Source: an optimization exercise on an open RTL-to-GDS flow (aim: small area). Production flows keep margins and buffers that such runs may drop. Function was checked by simulation only, so behaviour that the tests miss may differ from the original. No activity file was given, so power comes from the tool's default toggle rates.

===== run.sh =====
#!/bin/bash
# synth_recipe.tcl (not shown) runs the flow's synth.tcl, then flattens the netlist and writes it again
# the make line also repeats each setting of config.mk as NAME=value (left out here)
make -C /OpenROAD-flow-scripts/flow DESIGN_CONFIG=/design/flow/config.mk WORK_HOME=/design/flow/orfs CLKGATE_MAP_FILE= SYNTH_SCRIPT=/design/flow/synth_recipe.tcl finish

===== config.mk =====
export PLATFORM = sky130hd
export DESIGN_NAME = packed_12bit_deserializer
export DESIGN_NICKNAME = packed_12bit_deserializer
export VERILOG_FILES = /design/flow/design.v
export SDC_FILE = /design/flow/constraint.sdc
export NUM_CORES = 4
export LEC_CHECK = 0
export CAP_MARGIN = 20
export CORE_MARGIN = 2
export CORE_UTILIZATION = 40
export SLEW_MARGIN = 20

===== constraint.sdc =====
create_clock -name core_clock -period 10.0 [get_ports {clk}]
set_input_delay 2.0000 -clock core_clock [delete_from_list [all_inputs] [get_ports {clk}]]
set_output_delay 2.0000 -clock core_clock [all_outputs]
set_load 0.01 [all_outputs]

===== design.v =====
module packed_12bit_deserializer (
    input  wire        clk,
    input  wire        rst,
    input  wire        start,
    input  wire        in_valid,
    input  wire [8:0]  in_data,
    output wire        in_ready,
    output wire        busy,
    output wire        done,
    output wire        err,
    output wire        ok,
    input  wire [3:0]  reg_addr,
    output reg  [31:0] reg_rdata,
    output wire        wr_en,
    output wire [31:0] wr_addr,
    output wire [15:0] wr_row,
    output wire [15:0] wr_col,
    output wire [15:0] wr_data
);
    localparam [2:0] S_IDLE = 3'd0,
                     S_HDR  = 3'd1,
                     S_PAY  = 3'd2,
                     S_DRN  = 3'd3,
                     S_DONE = 3'd4,
                     S_FIN  = 3'd5,    
                     S_MUL  = 3'd6;    
    localparam [2:0] ERR_NONE  = 3'd0,
                     ERR_TRUNC = 3'd1,
                     ERR_MAGIC = 3'd2,
                     ERR_FMT   = 3'd3,
                     ERR_SHAPE = 3'd4;
    reg  [2:0]  st;
    reg  [2:0]  errc;
    reg  [31:0] cnt;
    reg  [31:0] magic;
    reg  [7:0]  pixfmt;
    reg  [15:0] width;
    reg  [15:0] height;
    reg  [31:0] expect_r;
    reg  [1:0]  ph;
    reg         e0, e1;      
    reg         surplus;     
    wire [15:0] row = magic[31:16];
    wire [15:0] col = magic[15:0];
    wire in_hdr = (st == S_HDR);
    wire in_pay = (st == S_PAY);
    wire in_drn = (st == S_DRN);
    wire in_mul = (st == S_MUL);
    assign in_ready = in_hdr | in_pay | in_drn;
    assign busy     = in_ready | (st == S_FIN) | in_mul;
    assign done     = (st == S_DONE);
    assign err      = (errc != ERR_NONE);
    assign ok       = done & (errc == ERR_NONE);
    wire       accept = start & ((st == S_IDLE) | done);
    wire       xfer   = in_valid & in_ready & ~start;
    wire       is_end = in_data[8];
    wire [7:0] byte_in = in_data[7:0];
    wire       xbyte  = xfer & ~is_end;
    wire       xend   = xfer & is_end;
    wire [7:0] hcnt = cnt[8:1];
    wire magic_ok = (magic == 32'h6956_4D43);
    wire fmt_ok   = (pixfmt == 8'd9);
    wire hdr_last = in_hdr & xbyte & (hcnt == 8'd163);
    wire hdr_good = magic_ok & fmt_ok;
    wire        full   = (row == height) | (width == 16'd0);
    wire        emit   = e0 | e1;
    wire        place  = emit & ~full;
    wire [15:0] col_inc = col + 16'd1;
    wire        wrap   = (col_inc == width);
    assign wr_en   = place;
    assign wr_addr = {cnt[31:1], e1};
    assign wr_row  = row;
    assign wr_col  = col;
    assign wr_data = {4'd0, e1 ? {expect_r[31:24], expect_r[23:20]}
                               : {expect_r[19:16], pixfmt}};
    wire [16:0] acc = {1'b0, expect_r[31:16]} + {1'b0, expect_r[0] ? width : 16'd0};
    wire        mul_last = in_mul & (col[3:0] == 4'hF);
    wire [31:0] cnt_inc = {cnt[31:1] + 31'd1, cnt[0]};
    wire        cnt_sat = &cnt[31:1];
    always @(posedge clk) begin
        e0 <= 1'b0;
        e1 <= e0;
        if (rst) begin
            st   <= S_IDLE;
            errc <= ERR_NONE;
            e0   <= 1'b0;
            e1   <= 1'b0;
        end else if (accept) begin
            st      <= S_HDR;
            errc    <= ERR_NONE;
            cnt     <= 32'd0;
            surplus <= 1'b0;
        end else begin
            if (in_hdr & xbyte) begin
                case (hcnt)
                    8'd0:  magic[7:0]    <= byte_in;
                    8'd1:  magic[15:8]   <= byte_in;
                    8'd2:  magic[23:16]  <= byte_in;
                    8'd3:  magic[31:24]  <= byte_in;
                    8'd4:  pixfmt        <= byte_in;
                    8'd8:  width[7:0]    <= byte_in;
                    8'd9:  width[15:8]   <= byte_in;
                    8'd10: height[7:0]   <= byte_in;
                    8'd11: height[15:8]  <= byte_in;
                    default: ;
                endcase
                cnt <= cnt_inc;
            end
            if (in_hdr & xend) begin
                errc <= ERR_TRUNC;
                st   <= S_DONE;
            end
            if (hdr_last) begin
                cnt <= 32'd0;
                ph  <= 2'd0;
                if (hdr_good) begin
                    magic <= 32'd0;
                    st    <= S_PAY;
                end else begin
                    errc <= magic_ok ? ERR_FMT : ERR_MAGIC;
                    st   <= S_DRN;
                end
            end
            if (in_pay & xbyte) begin
                case (ph)
                    2'd0: begin
                        pixfmt <= byte_in;
                        ph     <= 2'd1;
                    end
                    2'd1: begin
                        expect_r[23:16] <= byte_in;
                        ph              <= 2'd2;
                    end
                    default: begin
                        expect_r[31:24] <= byte_in;
                        ph              <= 2'd0;
                        e0              <= 1'b1;
                    end
                endcase
            end
            if (in_pay & xend)
                st <= S_FIN;
            if (in_drn & xend)
                st <= S_DONE;
            if (emit) begin
                if (full)
                    surplus <= 1'b1;
                else if (wrap) begin
                    magic[15:0]  <= 16'd0;
                    magic[31:16] <= row + 16'd1;
                end else
                    magic[15:0]  <= col_inc;
            end
            if (e1) begin
                if (cnt_sat)
                    cnt[0] <= 1'b1;
                else
                    cnt <= cnt_inc;
            end
            if (st == S_FIN) begin
                expect_r    <= {16'd0, height};
                magic[15:0] <= 16'd0;
                st          <= S_MUL;
            end
            if (in_mul) begin
                expect_r    <= {acc, expect_r[15:1]};
                magic[15:0] <= col_inc;
                if (mul_last) begin
                    st   <= S_DONE;
                    errc <= (full & ~surplus) ? ERR_NONE : ERR_SHAPE;
                end
            end
        end
    end
    wire        trunc = (errc == ERR_TRUNC);
    wire        hdrv  = ~errc[1] & ~errc[0];
    wire        seen  = ~trunc | (hcnt >= 8'd12);
    wire [31:0] magic_rd = hdrv ? 32'h6956_4D43 :
                           {magic[31:24] & {8{seen | hcnt > 8'd3}},
                            magic[23:16] & {8{seen | hcnt > 8'd2}},
                            magic[15:8]  & {8{seen | hcnt > 8'd1}},
                            magic[7:0]   & {8{seen | hcnt > 8'd0}}};
    wire [7:0]  fmt_rd   = hdrv ? 8'd9 : (pixfmt & {8{seen | hcnt > 8'd4}});
    wire [15:0] w_rd     = {width[15:8]  & {8{seen | hcnt > 8'd9}},
                            width[7:0]   & {8{seen | hcnt > 8'd8}}};
    wire [15:0] h_rd     = {height[15:8] & {8{seen | hcnt > 8'd11}},
                            height[7:0]  & {8{seen | hcnt > 8'd10}}};
    always @(*) begin
        reg_rdata = 32'd0;
        if (done) begin
            case (reg_addr)
                4'd0:    reg_rdata = {23'd0, hdrv, 1'b0, errc, 1'b0, 3'd4};
                4'd1:    reg_rdata = magic_rd;
                4'd2:    reg_rdata = {24'd0, fmt_rd};
                4'd3:    reg_rdata = {16'd0, w_rd};
                4'd4:    reg_rdata = {16'd0, h_rd};
                4'd5:    reg_rdata = hdrv ? expect_r : 32'd0;
                4'd6:    reg_rdata = trunc ? 32'd0 : cnt;
                4'd7:    reg_rdata = {24'd0, trunc ? hcnt : 8'd164};
                default: reg_rdata = 32'd0;
            endcase
        end
    end
endmodule

==> notes.md <==
==> area by class of cell <==
| class | count | area [um2] | share of cell area |
|---|---|---|---|
| Clock buffer | 19 | 433 | 0.0338 |
| Tap cell | 341 | 427 | 0.0333 |
| Timing Repair Buffer | 146 | 1420 | 0.111 |
| Multi-Input combinational cell | 976 | 5940 | 0.464 |
| Sequential cell | 147 | 4330 | 0.338 |
| Clock inverter | 13 | 98.8 | 0.00772 |
| Inverter | 39 | 146 | 0.0114 |
==> registers in the layout, summed over array words and instances (netlist names) <==
register,flops
errc,3
expect_r,32
st,3
e0,1
surplus,1
pixfmt,8
e1,1
magic,32
ph,2
height,16
cnt,32
width,16
==> logic make-up after synthesis <==
group                      share of synthesized area
buffers and inverters                         0.0665
DFF                                            0.395
AOI/OAI and AO/OA                              0.189
and+or+nand+nor                                0.253
muxes                                         0.0240
other                                       0.000341
adders and majority gates                     0.0280
xor gates and xnor gates                      0.0443
==> stage by stage <==
step                      utilization  instance area (um2)
after floorplan                     -                11000
after global placement          0.455                12300
after detailed placement        0.455                12300
after CTS                       0.475                12800
after global routing            0.475                12800
final                           0.475                12800
==> path summary, 6_finish.rpt <==
path	slack, ns	end	startpoint
min	0.48	e1$_SDFF_PP0_	e0$_SDFF_PP0_
max reg2reg	5.98	cnt[30]$_SDFFCE_PP0N_	cnt[1]$_SDFFCE_PP0N_
max	3.07	reg_rdata[7]	reg_addr[0]
min reg2reg	0.48	e1$_SDFF_PP0_	e0$_SDFF_PP0_
==> metal layers <==
layer  wire length, um  track usage  part of all wire  up-vias
li1                  -            -                 -     4784
met1             16700        0.384              0.39     5208
met2             19700        0.473              0.46      737
met3              4420       0.0583              0.10      132
met4              1640        0.107             0.039        0
met5                 0            0                 0        -
==> layout by cell type, fill, tap and decap left out, types with 7 or more instances in the layout <==
| master | netlist | layout |
|---|---|---|
| nor2b_1 | 19 | 19 |
| a222oi_1 | 31 | 31 |
| nor2_1 | 101 | 100 |
| o21ai_0 | 64 | 64 |
| nand3_1 | 50 | 50 |
| buf_4 | 39 | 16 |
| nand2b_1 | 7 | 7 |
| xnor2_1 | 40 | 40 |
| o21ai_1 | 14 | 13 |
| ha_1 | 23 | 23 |
| a221oi_1 | 8 | 8 |
| a31oi_1 | 19 | 19 |
| and2_1 | 39 | 39 |
| and3_1 | 23 | 22 |
| o22ai_1 | 9 | 9 |
| dfxtp_1 | 8 | 8 |
| inv_1 | 37 | 36 |
| mux2_2 | 19 | 19 |
| nor3_1 | 17 | 17 |
| clkbuf_16 | 0 | 17 |
| or3_1 | 10 | 10 |
| nor4_1 | 21 | 20 |
| edfxtp_1 | 139 | 139 |
| a21oi_1 | 60 | 60 |
| a21o_1 | 29 | 29 |
| nand4_1 | 23 | 23 |
| nand2_1 | 215 | 215 |
| xor2_1 | 13 | 13 |
| clkdlybuf4s50_1 | 0 | 130 |
==> report_power, final <==
part           internal, mW  switching [mW]  total, mW
logic                0.0792          0.0980      0.177
registers             0.698          0.0570      0.755
clock network         0.321           0.289      0.610
==> results.py <==
metrics = {
    "die": {
        "die_width_um": 170,
        "dieArea_um2": 28800,
        "initial_core_util": 0.407,
        "core_area_um2": 27000,
        "pin_count": 135,
        "rows": 60,
        "die_y_um": 170,
    },
    "worst_setup_path": {
        "cp_top_family": "buffers and inverters",
        "start_kind": "input port",
        "critPathKind": "input port to primary output",
        "slowest_delay_ns": 0.82,
        "reg2reg_depth": 9,
        "cp-end-kind": "primary output",
        "crit_arrival_ns": 4.93,
        "cp_max_fo": 9,
        "crit_buf_inv": 2,
        "crit_slowest_cell": "a211oi_1",
        "cp_cell_sequence": "clkdlybuf4s50_1, nand3b_1, a211oi_1, nand2_1, nand3_1, a221oi_1, a21oi_1, clkdlybuf4s50_1",
        "cp.depth": 8,
        "critPathMostFrequentCell": "clkdlybuf4s50_1",
        "required_ns": 8.00,
    },
    "route": {
        "vias_per_cell": 6.46,
        "first_iter_violations": 1602,
        "post_drt_wl_per_cell_um": 25.3,
        "antenna_left": 0,
        "num_vias": 10861,
        "totalWireLength_um": 42500,
        "drc": 0,
        "drtPass1Iterations": 12,
    },
    "clocking": {
        "worstSkewPairLatency_ns": 0.44,
        "clkTransAtPathRegs_ns": 0.06,
        "cts_max_path_buffers": 2,
        "clock-root-buffer": "clkbuf_16",
        "cts_tree": "built",
        "cts_sinks": 147,
        "htreeDepth": 4,
        "cts_setup_buffers": 0,
        "hold_buffers": 0,
        "cts_buffers": 17,
        "post_cts_resized": 0,
    },
    "logic_synthesis": {
        "synthFlopType": "edfxtp_1",
        "seq_area_frac_synth": 0.395,
        "yosys.area.top_type_share": 0.380,
        "synth.most_common_cell": "nand2_1",
        "netlist_area_um2": 11000,
        "synthArstFlopShare": 0,
        "synth_common_cells": "215 x nand2_1, 139 x edfxtp_1, 101 x nor2_1, 64 x o21ai_0, 60 x a21oi_1",
        "synth_edf_count": 139,
        "synthTopCellsByArea": "edfxtp_1 38%, nand2_1 7.3%, nor2_1 3.5%, xnor2_1 3.2%, o21ai_0 2.9%",
        "synthDistinctLibCells": 78,
        "ys_warn_count": 1,
        "ys_ff_latch": 147,
        "synthCells": 1269,
        "yosysTopAreaCell": "edfxtp_1",
        "postSynthAreaPerCell_um2": 8.65,
    },
    "sta": {
        "tightest_slew_ns": 1.13,
        "setup_violations": 0,
        "fmax_mhz": 144,
        "drv_slew": 0,
        "hold_violations": 0,
        "setup_ws_ns": 3.07,
        "finalCritPeriodShare": 0.693,
        "whs_ns": 0.476,
        "clock_skew_ns": 0.0136,
        "fin_setup_tns_ns": 0,
        "rsz0062_at_grt": "false",
        "maxSlewHeadroom": 0.240,
        "post-route-min-period_ns": 6.93,
    },
    "hold_path": {
        "hold_path_class": "register to register",
        "holdPathStages": 1,
    },
    "placement": {
        "placedCellCount": 1649,
        "place_ws_ns": 2.87,
        "dp_hpwl_um": 31300,
        "place_congestion": 1.03,
        "io_buffers": 130,
    },
    "global_route": {
        "grt_use_total": 0.291,
        "antenna_found_initial": 0,
        "overflow": 0,
        "grt_first_pass_wirelength_um": 62300,
        "grt_max_degree": 45,
        "grt_pass1_vias": 9852,
    },
    "finish": {
        "fillerInstances": 2603,
        "syn_to_final_growth_pct": 16.6,
        "drive_above_1_share": 0.0634,
        "final_cells": 1681,
        "diodes": 0,
        "nNetsFinal": 1368,
    },
    "pwr": {
        "ir_worst_vdd_mv": 0.0897,
        "power_mw": 1.54,
        "power_density_nw_per_um2": 120,
        "leakagePower_nw": 4.40,
    },
    "flow_run": {
        "drv_cap": 0,
    },
    "outcome": {
        "status": "no timing/DRC/antenna violations",
    },
}

[separate check: timing with driven ports]
The results above use ideal ports. As a check the final layout listed here was re-extracted and re-timed, cells and wires unchanged.
Step 1 sets driving cells, clkbuf_16 on the clock port and buf_2 on the other inputs (assumed; they add their load-dependent delay and slew).
Step 2 moves the port delays by t, midway between the first and last clock arrival at a register: inputs arrive t later, outputs are due t later. That takes back most of the time a late clock gives input paths.
Slacks: no drivers / after step 1 / after step 2; pairs: no drivers / after step 1.
t (ns): 0.485
slack for setup (ns): 3.074 / 3.050 / 3.050
clock arrival spread, ns: 0.014 / 0.014
worst data-port slew with drivers (ns): 0.03
cell pins on the clock port's net: 1
After both steps setup and hold are still met in this run. The setup slack of this run moves by -0.024 ns with the drivers and by -0.024 ns with both steps.
